What follows belongs to an exercise in optimizing a design on an open flow for small area; a production flow would make more cautious choices.
The RTL was checked by simulation tests, not by an equivalence proof against the original design.
No driver is modelled on the clock port, so clock power and skew are understated where the tree is cut down; a real chip needs a root buffer or a tree.
No activity file was given, so power comes from the tool's default toggle rates.

Setup of exp/tundra:
==> flow/design.v (excerpt) <==
module u2v2_framer (
    input  wire        clk,
    input  wire        rst,           
    input  wire        rd_req,
    input  wire        rd_cancel,
    output wire        busy,
    output wire        out_valid,
    output wire [63:0] out_payload,
    output wire        in_ready,
    input  wire        in_valid,
    input  wire [7:0]  in_data
);
Size: about 280 cells after synthesis, about 120 flip-flops, ~80 I/O pins, about 3500 µm² of cells after synthesis.
Settings: LEC_CHECK=0, CAP_MARGIN=20, CORE_MARGIN=2, CORE_UTILIZATION=55, PLACE_DENSITY=0.9, SLEW_MARGIN=20; clock period 10.0 ns.
standard.sh (not shown) runs the stock make flow with config.mk's settings and CLKGATE_MAP_FILE= SYNTH_SCRIPT=/design/flow/synth_recipe.tcl, a recipe that flattens the netlist after the stock synthesis.
==> flow/flow/run.sh <==
#!/bin/bash
# Standard layout, with single-drive port buffers, a clock tree without
# dummy loads and power (size) recovery after global routing, followed by
# a slew/capacitance repair (flow/post_grt.tcl); the clock tree is rebuilt
# as balanced clusters after CTS (flow/post_cts.tcl, flow/mtree.tcl).
set -euo pipefail
here=$(pwd)
bash standard.sh \
  "BUFFER_PORTS_ARGS=-buffer_cell sky130_fd_sc_hd__buf_1" \
  "CTS_ARGS=-sink_clustering_enable -repair_clock_nets -dont_use_dummy_load -buf_list sky130_fd_sc_hd__clkbuf_4" \
  "RECOVER_POWER=100" \
  "POST_CTS_TCL=$here/flow/post_cts.tcl" \
  "POST_GLOBAL_ROUTE_TCL=$here/flow/post_grt.tcl" \
  finish > make_finish.log 2>&1
==> flow/flow/mtree.tcl <==
# Replace the clock tree by a root buffer driving K leaf buffers, each
# driving one balanced cluster of flip-flops (k-means on placement).
proc my_manual_tree {K leafcell rootcell} {
  set block [ord::get_db_block]
  set db [ord::get_db]
  set clk [$block findNet clk]
  # remove existing clock buffers, collect flip-flop clock pins
  set sinks {}
  set todo [list $clk]
  set bufs {}
  while {[llength $todo]} {
    set n [lindex $todo 0]; set todo [lrange $todo 1 end]
    foreach it [$n getITerms] {
      if {[$it isOutputSignal]} { continue }
      set inst [$it getInst]
      set m [[$inst getMaster] getName]
      if {[string match "sky130_fd_sc_hd__clkbuf_*" $m]} {
        lappend bufs $inst
        foreach o [$inst getITerms] { if {[$o isOutputSignal]} { lappend todo [$o getNet] } }
      } else {
        lappend sinks $it
      }
    }
  }
  foreach it $sinks { $it disconnect }
  foreach b $bufs {
    foreach o [$b getITerms] { if {[$o isOutputSignal]} { set on [$o getNet]; $o disconnect; if {[llength [$on getITerms]] == 0} { odb::dbNet_destroy $on } } }
    odb::dbInst_destroy $b
  }
  set pts {}
  foreach it $sinks {
    set bb [[$it getInst] getBBox]
    lappend pts [list $it [expr ([$bb xMin]+[$bb xMax])/2.0] [expr ([$bb yMin]+[$bb yMax])/2.0]]
  }
  set n [llength $pts]
  # balanced k-means: assign greedily by distance with capacity
  set cap [expr int(ceil(double($n)/$K))]
  set cx {}; set cy {}
  set sorted [lsort -real -index 1 $pts]
  for {set k 0} {$k < $K} {incr k} {
    set s [lindex $sorted [expr int(($k+0.5)*$n/$K)]]
    lappend cx [lindex $s 1]; lappend cy [lindex $s 2]
  }
  for {set iter 0} {$iter < 40} {incr iter} {
    # all (point, cluster) pairs sorted by distance, capacity-limited
    set pairs {}
    for {set i 0} {$i < $n} {incr i} {
      set p [lindex $pts $i]
      for {set k 0} {$k < $K} {incr k} {
        lappend pairs [list [expr abs([lindex $p 1]-[lindex $cx $k]) + abs([lindex $p 2]-[lindex $cy $k])] $i $k]
      }
    }
    set pairs [lsort -real -index 0 $pairs]
    set asg [lrepeat $n -1]; set cnt [lrepeat $K 0]
    foreach pr $pairs {
      set i [lindex $pr 1]; set k [lindex $pr 2]
      if {[lindex $asg $i] >= 0 || [lindex $cnt $k] >= $cap} { continue }
      lset asg $i $k; lset cnt $k [expr [lindex $cnt $k]+1]
    }
    set sx [lrepeat $K 0.0]; set sy [lrepeat $K 0.0]
    foreach p $pts a $asg {
      lset sx $a [expr [lindex $sx $a]+[lindex $p 1]]
      lset sy $a [expr [lindex $sy $a]+[lindex $p 2]]
    }
    for {set k 0} {$k < $K} {incr k} {
      if {[lindex $cnt $k]} {
        lset cx $k [expr [lindex $sx $k]/[lindex $cnt $k]]
        lset cy $k [expr [lindex $sy $k]/[lindex $cnt $k]]
      }
    }
  }
  set rm [$db findMaster $rootcell]
  set lm [$db findMaster $leafcell]
  set root [odb::dbInst_create $block $rm clkbuf_root]
  set rnet [odb::dbNet_create $block clknet_root]
  $rnet setSigType CLOCK
  [$root findITerm A] connect $clk
  [$root findITerm X] connect $rnet
  set mx 0; set my 0
  for {set k 0} {$k < $K} {incr k} { set mx [expr $mx + [lindex $cx $k]]; set my [expr $my + [lindex $cy $k]] }
  $root setLocation [expr int($mx/$K)] [expr int($my/$K)]
  $root setPlacementStatus PLACED
  for {set k 0} {$k < $K} {incr k} {
    set b [odb::dbInst_create $block $lm clkbuf_leaf_$k]
    set nn [odb::dbNet_create $block clknet_leaf_$k]
    $nn setSigType CLOCK
    [$b findITerm A] connect $rnet
    [$b findITerm X] connect $nn
    foreach p $pts a $asg { if {$a == $k} { [lindex $p 0] connect $nn } }
    $b setLocation [expr int([lindex $cx $k])] [expr int([lindex $cy $k])]
    $b setPlacementStatus PLACED
  }
  puts "manual clock tree: $K leaves of $leafcell, clusters $cnt"
}
==> flow/flow/post_cts.tcl <==
# Sourced by ORFS at the end of CTS (POST_CTS_TCL).  The H-tree CTS builds
# for this small design has unbalanced leaves; rebuild the clock tree as one
# root buffer driving 12 leaf buffers, each driving a balanced cluster of
# about 10 flip-flops (flow/mtree.tcl), then upsize any leaf whose
# flip-flops would see too slow a clock slew.
source [file join [file dirname [info script]] mtree.tcl]
my_manual_tree 12 sky130_fd_sc_hd__clkbuf_4 sky130_fd_sc_hd__clkbuf_4
detailed_placement
estimate_parasitics -placement
foreach inst [get_cells clkbuf_leaf_*] {
  set out [get_pins -of_objects $inst -filter "direction==output"]
  set loads [get_pins -of_objects [get_nets -of_objects $out] -filter "direction==input"]
  set worst 0
  foreach p $loads {
    foreach k {slew_max_rise slew_max_fall} {
      set v [get_property $p $k]
      if {$v > $worst} { set worst $v }
    }
  }
  if {$worst > 0.105} {
    puts "upsizing [get_property $inst name]: fanout [llength $loads], slew $worst"
    replace_cell $inst sky130_fd_sc_hd__clkbuf_8
  }
}
detailed_placement
estimate_parasitics -placement
report_clock_skew
Other scripts of this flow, unchanged in this note and not shown: flow/flow/post_grt.tcl
The flow did not stop early for exp/tundra: all stages ran, and the layout cleared the timing, design-rule and antenna checks.
## Diff of input files: exp/cedar against exp/tundra
--- a/flow/config.mk
+++ b/flow/config.mk
@@ -8,5 +8,5 @@
 export CAP_MARGIN = 20
 export CORE_MARGIN = 2
-export CORE_UTILIZATION = 55
-export PLACE_DENSITY = 0.9
+export CORE_UTILIZATION = 65
+export PLACE_DENSITY = 0.75
 export SLEW_MARGIN = 20
[compare] base=exp/tundra new=exp/cedar: final critical-path setup slack held steady; power shrank by 7.1 µW; clock skew shrank by 7.4 ps; register-to-register slack grew by 20 ps.
Cmp exp/cedar vs exp/tundra: routability congestion estimate from global placement lower in exp/cedar
Diff exp/tundra -> exp/cedar: final cell area excluding filler cells roughly the same; peak clock frequency supported by timing roughly the same; flip-flop and latch count roughly the same; core utilization higher.
Max proportion of power drawn by the clock network across exp/cedar and exp/tundra: exp/tundra
The following lists how exp/garnet was set up differently from exp/cedar:
--- a/flow/flow/mtree.tcl
+++ b/flow/flow/mtree.tcl
@@ -9,6 +9,8 @@
   set todo [list $clk]
   set bufs {}
+  set tnets {}
   while {[llength $todo]} {
     set n [lindex $todo 0]; set todo [lrange $todo 1 end]
+    if {$n ne $clk} { lappend tnets $n }
     foreach it [$n getITerms] {
       if {[$it isOutputSignal]} { continue }
@@ -17,5 +19,7 @@
       if {[string match "sky130_fd_sc_hd__clkbuf_*" $m]} {
         lappend bufs $inst
-        foreach o [$inst getITerms] { if {[$o isOutputSignal]} { lappend todo [$o getNet] } }
+        foreach o [$inst getITerms] {
+          if {[$o isOutputSignal] && [$o getNet] ne "NULL"} { lappend todo [$o getNet] }
+        }
       } else {
         lappend sinks $it
@@ -25,7 +29,7 @@
   foreach it $sinks { $it disconnect }
   foreach b $bufs {
-    foreach o [$b getITerms] { if {[$o isOutputSignal]} { set on [$o getNet]; $o disconnect; if {[llength [$on getITerms]] == 0} { odb::dbNet_destroy $on } } }
     odb::dbInst_destroy $b
   }
+  foreach n $tnets { odb::dbNet_destroy $n }
   set pts {}
   foreach it $sinks {
--- a/flow/config.mk
+++ b/flow/config.mk
@@ -8,5 +8,5 @@
 export CAP_MARGIN = 20
 export CORE_MARGIN = 2
-export CORE_UTILIZATION = 65
-export PLACE_DENSITY = 0.75
+export CORE_UTILIZATION = 88
+export PLACE_DENSITY = 0.92
 export SLEW_MARGIN = 20
--- outcome ---
exp/cedar: done, clean on timing, DRC and antenna
Seen in the log of exp/garnet: GPL-0301 during global placement, after which the run never completed.
From exp/garnet to exp/cedar, number of enable flip-flop cells after synthesis did not move at all.
Post-synthesis instance total: exp/garnet vs exp/cedar identical
Diff exp/cedar -> exp/garnet | die outline width | decrease of 13%
For area after synthesis, exp/cedar and exp/garnet come out practically identical.
Going from exp/cedar to exp/garnet, die span in y now smaller, fraction of synthesis flops using an asynchronous set or reset pin shows no meaningful change.
Summary of exp/garnet over exp/cedar: number of placement rows went down; net count of the mapped netlist shows no meaningful change; post-synthesis mux area share ~0 delta; effective utilization at floorplan up 26 points.
For exp/maple, these inputs were changed with respect to exp/garnet:
--- a/flow/flow/mtree.tcl
+++ b/flow/flow/mtree.tcl
@@ -9,8 +9,6 @@
   set todo [list $clk]
   set bufs {}
-  set tnets {}
   while {[llength $todo]} {
     set n [lindex $todo 0]; set todo [lrange $todo 1 end]
-    if {$n ne $clk} { lappend tnets $n }
     foreach it [$n getITerms] {
       if {[$it isOutputSignal]} { continue }
@@ -19,7 +17,5 @@
       if {[string match "sky130_fd_sc_hd__clkbuf_*" $m]} {
         lappend bufs $inst
-        foreach o [$inst getITerms] {
-          if {[$o isOutputSignal] && [$o getNet] ne "NULL"} { lappend todo [$o getNet] }
-        }
+        foreach o [$inst getITerms] { if {[$o isOutputSignal]} { lappend todo [$o getNet] } }
       } else {
         lappend sinks $it
@@ -29,7 +25,7 @@
   foreach it $sinks { $it disconnect }
   foreach b $bufs {
+    foreach o [$b getITerms] { if {[$o isOutputSignal]} { set on [$o getNet]; $o disconnect; if {[llength [$on getITerms]] == 0} { odb::dbNet_destroy $on } } }
     odb::dbInst_destroy $b
   }
-  foreach n $tnets { odb::dbNet_destroy $n }
   set pts {}
   foreach it $sinks {
--- a/flow/flow/post_cts.tcl
+++ b/flow/flow/post_cts.tcl
@@ -5,5 +5,5 @@
 # flip-flops would see too slow a clock slew.
 source [file join [file dirname [info script]] mtree.tcl]
-my_manual_tree 12 sky130_fd_sc_hd__clkbuf_4 sky130_fd_sc_hd__clkbuf_4
+my_manual_tree 10 sky130_fd_sc_hd__clkbuf_4 sky130_fd_sc_hd__clkbuf_4
 detailed_placement
 estimate_parasitics -placement
--- a/flow/config.mk
+++ b/flow/config.mk
@@ -8,5 +8,5 @@
 export CAP_MARGIN = 20
 export CORE_MARGIN = 2
-export CORE_UTILIZATION = 88
-export PLACE_DENSITY = 0.92
+export CORE_UTILIZATION = 65
+export PLACE_DENSITY = 0.75
 export SLEW_MARGIN = 20
### Flow results
- exp/maple: flow completed, timing, DRC and antenna clean
- exp/garnet: it failed during global placement, and the tool reported GPL-0301.
- Reported for exp/maple and exp/garnet, synthesized cell count turned out identical to the last digit.
- From exp/garnet to exp/maple the numbers moved as follows: width of the chip now sits higher; starting density of the core now sits lower; standard-cell row count now sits higher.
Input-level comparison between exp/ember and exp/maple:
--- a/flow/flow/post_cts.tcl
+++ b/flow/flow/post_cts.tcl
@@ -5,5 +5,5 @@
 # flip-flops would see too slow a clock slew.
 source [file join [file dirname [info script]] mtree.tcl]
-my_manual_tree 10 sky130_fd_sc_hd__clkbuf_4 sky130_fd_sc_hd__clkbuf_4
+my_manual_tree 12 sky130_fd_sc_hd__clkbuf_4 sky130_fd_sc_hd__clkbuf_4
 detailed_placement
 estimate_parasitics -placement
--- a/flow/config.mk
+++ b/flow/config.mk
@@ -8,5 +8,5 @@
 export CAP_MARGIN = 20
 export CORE_MARGIN = 2
-export CORE_UTILIZATION = 65
-export PLACE_DENSITY = 0.75
+export CORE_UTILIZATION = 40
+export PLACE_DENSITY = 0.6
 export SLEW_MARGIN = 20
Notes after the runs:
- exp/ember has completed all stages; timing, DRC and antenna checks passed.
- Per the comparison of exp/ember with exp/maple, worst slew margin relative to its limit higher, layout cell share with drive strength beyond 1 held, number of standard cells in the layout, taps in and fillers out rose 40, total power saw a decrease.
- Looking only at combinational cell fraction of total power, and setting everything else aside, the higher value of exp/ember and exp/maple goes to exp/maple.
- Of exp/ember and exp/maple, it is exp/ember that has the lower met1 routing resource usage after global routing.
- Relative contribution of the clock network to total power of exp/ember is on par with exp/maple.
- Changes observed in exp/ember relative to exp/maple: met2 track demand over resource in global routing went down 15 points; design area went up 0.92%.
#### Input delta (exp/raven over exp/ember)
--- a/flow/flow/mtree.tcl
+++ b/flow/flow/mtree.tcl
@@ -9,6 +9,8 @@
   set todo [list $clk]
   set bufs {}
+  set tnets {}
   while {[llength $todo]} {
     set n [lindex $todo 0]; set todo [lrange $todo 1 end]
+    if {$n ne $clk} { lappend tnets $n }
     foreach it [$n getITerms] {
       if {[$it isOutputSignal]} { continue }
@@ -17,5 +19,7 @@
       if {[string match "sky130_fd_sc_hd__clkbuf_*" $m]} {
         lappend bufs $inst
-        foreach o [$inst getITerms] { if {[$o isOutputSignal]} { lappend todo [$o getNet] } }
+        foreach o [$inst getITerms] {
+          if {[$o isOutputSignal] && [$o getNet] ne "NULL"} { lappend todo [$o getNet] }
+        }
       } else {
         lappend sinks $it
@@ -25,7 +29,7 @@
   foreach it $sinks { $it disconnect }
   foreach b $bufs {
-    foreach o [$b getITerms] { if {[$o isOutputSignal]} { set on [$o getNet]; $o disconnect; if {[llength [$on getITerms]] == 0} { odb::dbNet_destroy $on } } }
     odb::dbInst_destroy $b
   }
+  foreach n $tnets { odb::dbNet_destroy $n }
   set pts {}
   foreach it $sinks {
--- a/flow/config.mk
+++ b/flow/config.mk
@@ -8,5 +8,5 @@
 export CAP_MARGIN = 20
 export CORE_MARGIN = 2
-export CORE_UTILIZATION = 40
-export PLACE_DENSITY = 0.6
+export CORE_UTILIZATION = 80
+export PLACE_DENSITY = 0.85
 export SLEW_MARGIN = 20
--- outcome ---
- exp/ember ended up with more cell instances than exp/raven did.
- For number of global-route vias before repair, dividing the value from exp/raven by the value from exp/ember gives 1.18.
- Relative to exp/ember, the die area measured on exp/raven has decreased by more than a quarter.
- What exp/ember reported for via count has to be multiplied by 1.09 to get the figure for exp/raven.
- Die extent in x of exp/raven falls short of that of exp/ember by more than a quarter.
- The growth of design area from synthesis to finish reported for exp/raven is smaller than that of exp/ember by 2.7 points.
The clock cells of exp/tundra, exp/cedar, exp/maple, exp/ember and exp/raven come from the design's own scripts or RTL, not from TritonCTS.

---

Setup of oak:
The RTL this note starts from:
==> flow/design.v <==
module u2v2_packet_decoder (
    input  wire [7:0]  head,
    input  wire [7:0]  ck_hi,
    input  wire [7:0]  ck_lo,
    input  wire [7:0]  in_data,
    input  wire [11:0] acc,
    input  wire        clr,
    input  wire        add_en,
    input  wire        xor_en,
    output wire        head02,
    output wire        in02,
    output wire        in03,
    output wire        sum_ok,
    output wire [11:0] acc_nx,
    output wire [7:0]  tail_rot
);
    localparam [7:0] START     = 8'h02;
    localparam [7:0] END_MARK  = 8'h03;
    localparam [7:0] KEY_CONST = 8'h26;
    assign head02 = (head == START);
    assign in02   = (in_data == START);
    assign in03   = (in_data == END_MARK);
    assign sum_ok = ({ck_hi, ck_lo} == {4'd0, acc});
    assign tail_rot = head ^ (xor_en ? (acc[7:0] ^ KEY_CONST) : 8'h00);
    wire [11:0] a = clr ? 12'd0 : acc;
    wire [7:0]  b = add_en ? head : 8'd0;
    wire [12:0] cy;
    assign cy[0] = 1'b0;
    genvar g;
    generate
        for (g = 0; g < 12; g = g + 1) begin : g_add
            if (g < 8) begin : g_fa
                assign acc_nx[g] = a[g] ^ b[g] ^ cy[g];
                assign cy[g+1]   = (a[g] & b[g]) | (cy[g] & (a[g] ^ b[g]));
            end else begin : g_ha
                assign acc_nx[g] = a[g] ^ cy[g];
                assign cy[g+1]   = a[g] & cy[g];
            end
        end
    endgenerate
endmodule
module u2v2_framer (
    input  wire        clk,
    input  wire        rst,           
    input  wire        rd_req,
    input  wire        rd_cancel,
    output wire        busy,
    output wire        out_valid,
    output wire [63:0] out_payload,
    output wire        in_ready,
    input  wire        in_valid,
    input  wire [7:0]  in_data
);
    reg [7:0]  r [0:11];
    reg [3:0]  c;
    reg [3:0]  L;
    reg        due;
    reg        busy_q;
    reg [11:0] acc;
    wire aligned = (c == 4'd12);
    wire [7:0] head = r[0];
    wire add_en = ~due & (c > 4'd2);
    wire xm = due & (L == 4'd15) & (c <= 4'd10) & (c >= 4'd3);
    wire head02, in02, in03, sum_ok;
    wire [7:0]  tail_rot;
    wire [11:0] acc_nx;
    u2v2_packet_decoder u_pd (
        .head     (head),
        .ck_hi    (r[10]),
        .ck_lo    (r[11]),
        .in_data  (in_data),
        .acc      (acc),
        .clr      (aligned),
        .add_en   (add_en),
        .xor_en   (xm),
        .head02   (head02),
        .in02     (in02),
        .in03     (in03),
        .sum_ok   (sum_ok),
        .acc_nx   (acc_nx),
        .tail_rot (tail_rot)
    );
    wire can_take = aligned & ~due & ((L <= 4'd12) | (L == 4'd14));
    assign in_ready  = busy_q & ~rd_cancel & can_take;
    wire take = in_ready & in_valid;
    wire good = (L == 4'd14) & sum_ok & in03;
    wire ins  = take & ~good;
    assign busy      = busy_q;
    assign out_valid = busy_q & due & (L == 4'd0) & aligned;
    assign out_payload = {r[2], r[3], r[4], r[5], r[6], r[7], r[8], r[9]};
    integer i;
    always @(posedge clk) begin
        for (i = 0; i < 11; i = i + 1)
            r[i] <= r[i + 1];
        r[11] <= ins ? in_data : tail_rot;
        acc <= acc_nx;
    end
    always @(posedge clk) begin
        if (rst) begin
            busy_q <= 1'b0;
            due    <= 1'b0;
            L      <= 4'd0;
            c      <= 4'd12;
        end else begin
            if (!busy_q)
                busy_q <= rd_req;
            else if (out_valid | rd_cancel)
                busy_q <= 1'b0;
            if (!ins)
                c <= (c == 4'd1) ? 4'd12 : c - 4'd1;
            if (out_valid)
                due <= 1'b0;
            if (take) begin
                if (good) begin
                    due <= 1'b1;
                    L   <= 4'd15;
                end else if (L == 4'd0)
                    L <= in02 ? 4'd1 : 4'd0;
                else if (L == 4'd14)
                    L <= head02 ? 4'd13 : 4'd15;
                else
                    L <= L + 4'd1;
            end else if (!due) begin
                if (L == 4'd15) begin
                    if (head02)
                        L <= c;
                    else if (c == 4'd1)
                        L <= 4'd0;
                end else if (L == 4'd13 && c == 4'd1)
                    L <= 4'd14;
            end else if (L == 4'd15 && c == 4'd1) begin
                L <= 4'd0;
            end
        end
    end
endmodule
export LEC_CHECK = 0
export CAP_MARGIN = 20
export CORE_MARGIN = 2
export CORE_UTILIZATION = 40
export PLACE_DENSITY = 0.6
export SLEW_MARGIN = 20
create_clock -name core_clock -period 10.0 [get_ports {clk}]
==> flow/flow/run.sh <==
#!/bin/bash
# Standard layout, with single-drive port buffers, a clock tree without
# dummy loads and power (size) recovery after global routing.
set -euo pipefail
bash standard.sh \
  "BUFFER_PORTS_ARGS=-buffer_cell sky130_fd_sc_hd__buf_1" \
  "CTS_ARGS=-sink_clustering_enable -repair_clock_nets -dont_use_dummy_load -buf_list sky130_fd_sc_hd__clkbuf_8 -sink_clustering_size 30 -sink_clustering_max_diameter 200" \
  "RECOVER_POWER=100" \
  finish > make_finish.log 2>&1
oak finished every stage and its layout cleared the timing, design-rule and antenna checks.
### oak -> pine
==> flow/flow/run.sh <==
#!/bin/bash
# Standard layout, with single-drive port buffers and a clock tree without
# dummy loads. Each tool's output goes to a log of its own here.
set -euo pipefail
bash standard.sh \
  "BUFFER_PORTS_ARGS=-buffer_cell sky130_fd_sc_hd__buf_1" \
  "CTS_ARGS=-sink_clustering_enable -repair_clock_nets -dont_use_dummy_load -buf_list sky130_fd_sc_hd__clkbuf_4" \
  finish > make_finish.log 2>&1
### Flow results
- The run showing the smaller final period demand of the worst path is oak.
- Total of fill cells in the finished design: pine > oak
- Final setup violation count came out exactly the same in pine and oak.
- Changes observed in pine relative to oak: area of all placed cells without fillers saw a decrease; final worst setup slack went down.
Setup changes, pine to birch
==> flow/flow/run.sh <==
#!/bin/bash
# Standard layout, with single-drive port buffers, a clock tree without
# dummy loads and power (size) recovery after global routing.
set -euo pipefail
bash standard.sh \
  "BUFFER_PORTS_ARGS=-buffer_cell sky130_fd_sc_hd__buf_1" \
  "CTS_ARGS=-sink_clustering_enable -repair_clock_nets -dont_use_dummy_load -buf_list sky130_fd_sc_hd__clkbuf_4" \
  "RECOVER_POWER=100" \
  finish > make_finish.log 2>&1
## What came out
Aggregate global-route resource usage delta (pine -> birch): insignificant. Comparing sequential share of cell area for pine and birch, the smaller number came from pine. The wire length reported by the detailed router number comes out higher for pine vs birch. Re total placed instance area: no difference whatsoever between pine and birch.

## port drivers added, routing unchanged
The results above use ideal ports. As a check the final layouts listed here were re-extracted and re-timed, cells and wires unchanged.
Step 1: set_driving_cell puts a clkbuf_16 on clk and a buf_2 on each other input, an assumption about the parent block.
Step 2 times the ports against the registers' clock, not the clock port: input delays grow and output delays shrink by t, the midpoint of the rising clock arrivals with the driver on.
Slacks: ideal / step 1 / step 2; pairs: ideal / step 1.
| run | shift t [ns] | setup WS [ns] | worst setup path at the end |
|---|---|---|---|
| exp/tundra | 0.484 | 5.337 / 5.316 / 5.298 | input to register |
| exp/cedar | 0.471 | 5.340 / 5.321 / 5.229 | input to register |
| exp/maple | 0.500 | 5.328 / 5.309 / 5.230 | input to register |
| exp/ember | 0.496 | 5.357 / 5.337 / 5.300 | input to register |
| exp/raven | 0.476 | 5.351 / 5.332 / 5.228 | input to register |
| oak | 0.437 | 4.854 / 4.854 / 4.854 | register to register |
| pine | 0.498 | 4.840 / 4.840 / 4.840 | register to register |
| birch | 0.496 | 4.857 / 4.857 / 4.857 | register to register |
After both steps setup and hold are still met in every run listed. The setup slack of exp/raven, which loses most, moves by -0.019 ns with the drivers and by -0.123 ns with both steps.
